Context: an optimization exercise on an open-source flow, tuned for small area, a short achievable clock period and few clock cycles per item. The choices shown serve that exercise and are no tape-out recipe. Only simulation tests tie the RTL to the original design; equivalence was not proved.

==> flow/design.v <==
module alu_adder (
    input             clk,
    input             rst,
    input             req_valid,
    output            req_ready,
    input      [7:0]  ctrl,
    input      [31:0] src,
    input      [31:0] dest,
    input             flag_we,
    input      [5:0]  flag_wdata,
    output reg        resp_valid,
    output reg [31:0] result,
    output     [5:0]  flags,
    output reg        faulted,
    output reg [2:0]  fault_cause
);
    localparam OP_ADD = 5'd0,  OP_ADC = 5'd1,  OP_SUB = 5'd2,  OP_SBB = 5'd3;
    localparam OP_MUL = 5'd4,  OP_IMUL = 5'd5, OP_DIV = 5'd6,  OP_IDIV = 5'd7;
    localparam OP_MOD = 5'd8,  OP_IMOD = 5'd9, OP_AND = 5'd10, OP_OR = 5'd11;
    localparam OP_XOR = 5'd12, OP_SHL = 5'd13, OP_SHR = 5'd14, OP_SAR = 5'd15;
    localparam OP_SAL = 5'd16;
    localparam CAUSE_DIV_ZERO = 3'd2, CAUSE_DIV_OVF = 3'd3;
    localparam CAUSE_ILL_OP = 3'd4, CAUSE_ILL_W = 3'd5;
    reg cf, pf, af, zf, sf, of;
    assign flags = {of, sf, zf, af, pf, cf};
    reg        busy;
    reg [5:0]  div_count;
    reg [31:0] div_quo;       
    reg [31:0] div_rem;
    reg [31:0] div_divisor;
    reg        div_neg_q;
    reg        div_neg_r;
    reg        div_want_rem;
    reg [31:0] div_mask;
    assign req_ready = !busy && !faulted;
    wire accept = req_valid && req_ready;
    wire [4:0] op = ctrl[4:0];
    wire [1:0] wc = ctrl[6:5];
    wire illegal_op = ctrl[7] || (op > OP_SAL);
    wire illegal_w  = (wc == 2'b11);
    wire w8  = (wc == 2'b00);
    wire w16 = (wc == 2'b01);
    wire [31:0] mask = w8 ? 32'h0000_00FF : w16 ? 32'h0000_FFFF : 32'hFFFF_FFFF;
    wire [31:0] s = src & mask;
    wire [31:0] d = dest & mask;
    function msb_w(input [31:0] x, input is8, input is16);
        msb_w = is8 ? x[7] : is16 ? x[15] : x[31];
    endfunction
    function [31:0] sext_w(input [31:0] x, input is8, input is16);
        sext_w = is8 ? {{24{x[7]}}, x[7:0]} : is16 ? {{16{x[15]}}, x[15:0]} : x;
    endfunction
    function bit_w(input [63:0] x, input is8, input is16);
        bit_w = is8 ? x[8] : is16 ? x[16] : x[32];
    endfunction
    wire s_msb = msb_w(s, w8, w16);
    wire d_msb = msb_w(d, w8, w16);
    wire [31:0] s_sx = sext_w(s, w8, w16);
    wire [31:0] d_sx = sext_w(d, w8, w16);
    wire is_div_family = (op == OP_DIV) || (op == OP_IDIV) || (op == OP_MOD) || (op == OP_IMOD);
    wire is_signed_div = (op == OP_IDIV) || (op == OP_IMOD);
    wire is_shift = (op == OP_SHL) || (op == OP_SHR) || (op == OP_SAR) || (op == OP_SAL);
    wire div_by_zero = is_div_family && (s == 32'd0);
    wire div_overflow = is_signed_div && (s == mask) && (d == (mask ^ (mask >> 1)));
    wire cin = ((op == OP_ADC) || (op == OP_SBB)) ? cf : 1'b0;
    wire [32:0] sum  = {1'b0, d} + {1'b0, s} + {32'd0, cin};
    wire [32:0] diff = {1'b0, d} - {1'b0, s} - {32'd0, cin};
    wire        mul_signed = (op == OP_IMUL);
    wire [32:0] mul_a = mul_signed ? {s_sx[31], s_sx} : {1'b0, s};
    wire [32:0] mul_b = mul_signed ? {d_sx[31], d_sx} : {1'b0, d};
    wire [65:0] prod  = $signed(mul_a) * $signed(mul_b);
    wire [31:0] prod_w = prod[31:0] & mask;
    wire [31:0] prod_w_sx = sext_w(prod_w, w8, w16);
    wire [65:0] prod_fit = mul_signed ? {{34{prod_w_sx[31]}}, prod_w_sx} : {34'd0, prod_w};
    wire        mul_ovf = (prod != prod_fit);
    wire [4:0]  cnt = src[4:0];
    wire [63:0] shl_wide = {32'd0, d} << cnt;
    wire [32:0] shr_wide = {d, 1'b0} >> cnt;
    wire [32:0] sar_wide = $signed({d_sx, 1'b0}) >>> cnt;
    reg [31:0] r;
    reg        n_cf, n_of;
    reg        write_flags;
    always @(*) begin
        r = 32'd0;
        n_cf = cf;
        n_of = of;
        write_flags = 1'b1;
        case (op)
            OP_ADD, OP_ADC: begin
                r = sum[31:0] & mask;
                n_cf = bit_w({31'd0, sum}, w8, w16);
                n_of = (s_msb == d_msb) && (msb_w(r, w8, w16) != s_msb);
            end
            OP_SUB, OP_SBB: begin
                r = diff[31:0] & mask;
                n_cf = bit_w({31'd0, diff}, w8, w16);
                n_of = (s_msb != d_msb) && (msb_w(r, w8, w16) != d_msb);
            end
            OP_MUL, OP_IMUL: begin
                r = prod_w;
                n_cf = mul_ovf;
                n_of = mul_ovf;
            end
            OP_AND: begin r = s & d; n_cf = 1'b0; n_of = 1'b0; end
            OP_OR:  begin r = s | d; n_cf = 1'b0; n_of = 1'b0; end
            OP_XOR: begin r = s ^ d; n_cf = 1'b0; n_of = 1'b0; end
            OP_SHL, OP_SAL: begin
                r = shl_wide[31:0] & mask;
                n_cf = bit_w(shl_wide, w8, w16);
                n_of = msb_w(r, w8, w16) ^ n_cf;
            end
            OP_SHR: begin
                r = shr_wide[32:1] & mask;
                n_cf = shr_wide[0];
                n_of = d_msb;
            end
            OP_SAR: begin
                r = sar_wide[32:1] & mask;
                n_cf = sar_wide[0];
                n_of = 1'b0;
            end
            default: begin
                r = 32'd0;
                write_flags = 1'b0;
            end
        endcase
        if (is_shift && cnt == 5'd0) begin
            r = d;
            write_flags = 1'b0;
        end
    end
    wire n_zf = (r == 32'd0);
    wire n_sf = msb_w(r, w8, w16);
    wire n_pf = ~^r[7:0];
    wire [31:0] div_a = is_signed_div ? d_sx : d;
    wire [31:0] div_b = is_signed_div ? s_sx : s;
    wire        neg_a = is_signed_div && div_a[31];
    wire        neg_b = is_signed_div && div_b[31];
    wire [31:0] mag_a = neg_a ? -div_a : div_a;
    wire [31:0] mag_b = neg_b ? -div_b : div_b;
    wire [32:0] rem_shift = {div_rem, div_quo[31]};
    wire [32:0] rem_sub   = rem_shift - {1'b0, div_divisor};
    wire        q_bit     = !rem_sub[32];
    wire [31:0] q_final = div_neg_q ? -div_quo : div_quo;
    wire [31:0] r_final = div_neg_r ? -div_rem : div_rem;
    always @(posedge clk) begin
        if (rst) begin
            resp_valid  <= 1'b0;
            result      <= 32'd0;
            faulted     <= 1'b0;
            fault_cause <= 3'd0;
            busy        <= 1'b0;
            div_count   <= 6'd0;
            {of, sf, zf, af, pf, cf} <= 6'd0;
        end else begin
            resp_valid <= 1'b0;
            if (accept) begin
                if (illegal_op) begin
                    faulted <= 1'b1;
                    fault_cause <= CAUSE_ILL_OP;
                end else if (illegal_w) begin
                    faulted <= 1'b1;
                    fault_cause <= CAUSE_ILL_W;
                end else if (div_by_zero) begin
                    faulted <= 1'b1;
                    fault_cause <= CAUSE_DIV_ZERO;
                end else if (div_overflow) begin
                    faulted <= 1'b1;
                    fault_cause <= CAUSE_DIV_OVF;
                end else if (is_div_family) begin
                    busy         <= 1'b1;
                    div_count    <= 6'd32;
                    div_quo      <= mag_a;
                    div_rem      <= 32'd0;
                    div_divisor  <= mag_b;
                    div_neg_q    <= neg_a ^ neg_b;
                    div_neg_r    <= neg_a;
                    div_want_rem <= (op == OP_MOD) || (op == OP_IMOD);
                    div_mask     <= mask;
                end else begin
                    resp_valid <= 1'b1;
                    result     <= r;
                    if (write_flags) begin
                        cf <= n_cf;
                        pf <= n_pf;
                        zf <= n_zf;
                        sf <= n_sf;
                        of <= n_of;
                    end
                end
            end else if (busy) begin
                if (div_count != 6'd0) begin
                    div_count <= div_count - 6'd1;
                    div_quo   <= {div_quo[30:0], q_bit};
                    div_rem   <= q_bit ? rem_sub[31:0] : rem_shift[31:0];
                end else begin
                    busy       <= 1'b0;
                    resp_valid <= 1'b1;
                    result     <= (div_want_rem ? r_final : q_final) & div_mask;
                end
            end else if (flag_we) begin
                {of, sf, zf, af, pf, cf} <= flag_wdata;
            end
        end
    end
endmodule
==> flow/run.sh <==
#!/bin/bash
# synth_recipe.tcl (not shown) runs the flow's synth.tcl, then flattens the netlist and writes it again
# the make line also repeats each setting of config.mk as NAME=value (left out here)
make -C /OpenROAD-flow-scripts/flow DESIGN_CONFIG=/design/flow/config.mk WORK_HOME=/design/flow/orfs CLKGATE_MAP_FILE= SYNTH_SCRIPT=/design/flow/synth_recipe.tcl finish
==> flow/config.mk <==
export PLATFORM = sky130hd
export DESIGN_NAME = alu_adder
export DESIGN_NICKNAME = alu_adder
export VERILOG_FILES = /design/flow/design.v
export SDC_FILE = /design/flow/constraint.sdc
export NUM_CORES = 4
export LEC_CHECK = 0
export CAP_MARGIN = 20
export CORE_MARGIN = 2
export CORE_UTILIZATION = 40
export SLEW_MARGIN = 20
==> flow/constraint.sdc <==
create_clock -name core_clock -period 13.0 [get_ports {clk}]
set_input_delay 2.6000 -clock core_clock [delete_from_list [all_inputs] [get_ports {clk}]]
set_output_delay 2.6000 -clock core_clock [all_outputs]
set_load 0.01 [all_outputs]
==> impl_results.md <==
- Sequential fraction of the synthesis area: 6.54%
- CTS tree: built
- Max Clk Rate: 78.3 MHz
- Full die area: 157000 um^2
- CTS Root Cell: clkbuf_16
- Gr usage total: 40.0%
- I/O pin count: 126
- Biggest area consumer among synthesized cells: fa_1
- Worst Tran Pin Value: 1.25 ns
- Hold Path Class: reg2reg
- Cell Area, Synth: 61700 um^2
- Crit Path Max Fanout: 20
- Global-route wire length before repair: 450 mm
- Routed len/inst: 31.2 um
- Synth cell types: 102
- Largest net degree at the start of global routing: 79
- Total Wirelength: 316 mm
- Total CTS buffers: 17
- Initial antenna violation count: 18
- # DRC: 0
- Worst skew pair latency: 0.45 ns
- Max Buffers Root-to-Sink: 2
- DRT iter0 DRCs: 6640
- DP Area: 70300 um^2
- # H-tree levels: 4
- Final slew viol count: 0
- Synth area leaders: fa_1 37%, ha_1 7.9%, inv_1 6.7%
- Final setup fails: 0
- Post-placement setup slack: -0.971 ns
- Final core occ: 46.4%
- Mean post-synth cell area: 8.15 um^2
- Crit path DAT: 13.08 ns
- RD Place Congestion: 1.09
- Drt first pass iters: 7
- Num Clock Sinks: 151
- Syn Inst Count: 7567
- Vias in the first global route: 61.8k
- Setup tns final: 0 ns
- Worst Slack Setup Final: 0.221 ns
- Design area: 71200 um^2
- Core ar.: 154000 um^2
- Initial Util: 40.2%
- Post-synth ARST share: 0%
- DPL Wire Length: 263 mm
- PortBufs: 125
- Share of cells above drive strength 1: 12.8%
- Number of fill cells: 15.4k
- CP endpoint kind: flip-flop
- Final Hold Violating Endpoints: 0
- Post-CTS Hold Buffers: 0
- Most used cell, CP: fa_1
- Fin crit period: 12.78 ns
- Most numerous cell in the Yosys netlist: fa_1
- Critical path required time: 13.30 ns
- Via Count: 60.6k
- Critical-path top delay cell: fa_1
- Number of synthesized flops with an enable pin: 101
- Largest stage delay, worst path: 0.59 ns
- Die height: 397 um
- Post-synthesis net count: 9187
- Worst Skew: 0.0117 ns
- Vias/cell: 5.99
- RSZ-0062 raised after global routing: false
- Status: complete, no violations
- Die width: 397 um
- Synthesis-to-layout area growth: 15.5%
- #FFs+latches synth: 151
- Most instantiated cells after synthesis: 1150 x fa_1, 1102 x inv_1, 1011 x nand2_1, 962 x nor2_1, 392 x clkbuf_1
- Fin crit share: 98.3%
- Most common flop cell mapped by yosys: edfxtp_1
- Worst-path clk slew: 0.07 ns
- Congestion Overflow GR: 0
- Hold Path Depth: 2
- Antenna-violating nets left: 0
- Rows: 144
- Critical Path Start Type: input port
- R2R depth: 24
- YS warnings: 1
- Top cell type's share of synthesized area: 37.3%
- Max_cap viols: 0
- Final nets: 9664
- Crit Path Category: in2reg
- Rel. slew slack: 15.5%
-- cell usage in the layout (no fill, tap or decap), drive strengths merged, types with 34 or more instances in the layout --
cell type / Yosys / final
fa: 1150 / 1150
inv: 1107 / 1110
nand2: 1011 / 1011
nor2: 965 / 965
buf: 90 / 824
ha: 388 / 388
a21oi: 349 / 349
o21ai: 347 / 347
xnor2: 152 / 152
clkdlybuf4s50: 0 / 116
mux2i: 111 / 111
nor3: 107 / 107
nand3: 106 / 106
edfxtp: 101 / 101
xor2: 83 / 83
a21o: 69 / 69
o211ai: 57 / 57
and2: 54 / 54
nand2b: 53 / 53
a211oi: 52 / 52
dfxtp: 50 / 50
nand4: 49 / 49
a31oi: 48 / 48
o21a: 41 / 41
o31ai: 41 / 41
or3: 36 / 36
a22oi: 36 / 36
mux4: 35 / 35
and3: 34 / 34
o22ai: 34 / 34
nor4: 34 / 34
-- logic make-up after synthesis --
logic type / count (synthesis) / synth area share [%]
adders and majority gates: 1538 / 45.2
DFF: 151 / 6.54
muxes: 157 / 3.31
AOI/OAI and AO/OA: 1338 / 14.0
and+or+nand+nor: 2552 / 17.7
xor gates and xnor gates: 235 / 3.34
buffers and inverters: 1596 / 9.92
-- state kept, by name (all words and copies together) (netlist names), 2 cells and up --
name	cells
div_divisor	32
div_rem	32
div_mask	2
fault_cause	3
result	32
div_count	6
div_quo	32
-- final timing paths --
kind	start	end	slack [ns]
max	ctrl[1]	cf$_SDFFE_PP0P_	0.22
max reg2reg	cf$_SDFFE_PP0P_	zf$_SDFFE_PP0P_	5.52
min	fault_cause[0]$_SDFFE_PP0P_	fault_cause[0]$_SDFFE_PP0P_	0.45
min reg2reg	fault_cause[0]$_SDFFE_PP0P_	fault_cause[0]$_SDFFE_PP0P_	0.45
-- repair_timing --
action                                  4_1_cts  5_1_grt
endpoints found under the setup margin        2        2
pin swaps                                     2        9
gates resized for setup                      10       43
buffers inserted                              0        3
-- worst max-delay path, delay by kind of cell --
kind	cells	cell delay [ns]
adder cells (fa/ha/maj)	9	4.41
AND/OR/NAND/NOR	10	2.33
AO/OA/AOI/OAI	11	2.28
buffers and inverters	7	1.44
-- layout make-up --
type / instances / area [um^2] / area share (%)
inverters: 1113 / 4180 / 5.87
diodes: 15 / 37.5 / 0.0527
multi-input cells: 5820 / 51900 / 72.8
flip-flops and latches: 151 / 4030 / 5.67
repair buffers: 941 / 7920 / 11.1
well taps: 2044 / 2560 / 3.59
clock inverters: 10 / 77.6 / 0.109
clock buffers: 22 / 528 / 0.742
-- layer usage --
layer  up-vias  track usage, %  wire length [um]
met5         -               0                69
met4        12            25.4             25300
met3       897            8.27             30400
met2      3640            62.1            139000
met1     30558            51.0            121000
li1      25486               -                 -
-- metrics by stage --
stage          hold slack, ns  std cells
6_report                0.454      10116
5_1_grt                 0.479      10101
4_1_cts                 0.453      10097
3_5_place_dp            0.446      10065
3_3_place_gp            0.442      10065
2_1_floorplan           0.446       7567

## separate check: timing with driven ports
No port has a modelled driver above. Below, the same layout with a new extraction and two added sets of constraints.
Step 1: set_driving_cell puts a clkbuf_16 on clk and a buf_2 on each other input, an assumption about the parent block.
Step 2 moves the port delays by t, midway between the first and last clock arrival at a register: inputs arrive t later, outputs are due t later. That takes back most of the time a late clock gives input paths.
Three values: ideal, step 1, step 2; two values: the first two.
t, ns: 0.490
setup WS [ns]: 0.221 / 0.246 / -0.244
worst setup path after step 2: input to register
Met with ideal ports but missed after step 2: setup timing in this run. The setup slack of this run moves by +0.025 ns with the drivers and by -0.465 ns with both steps.
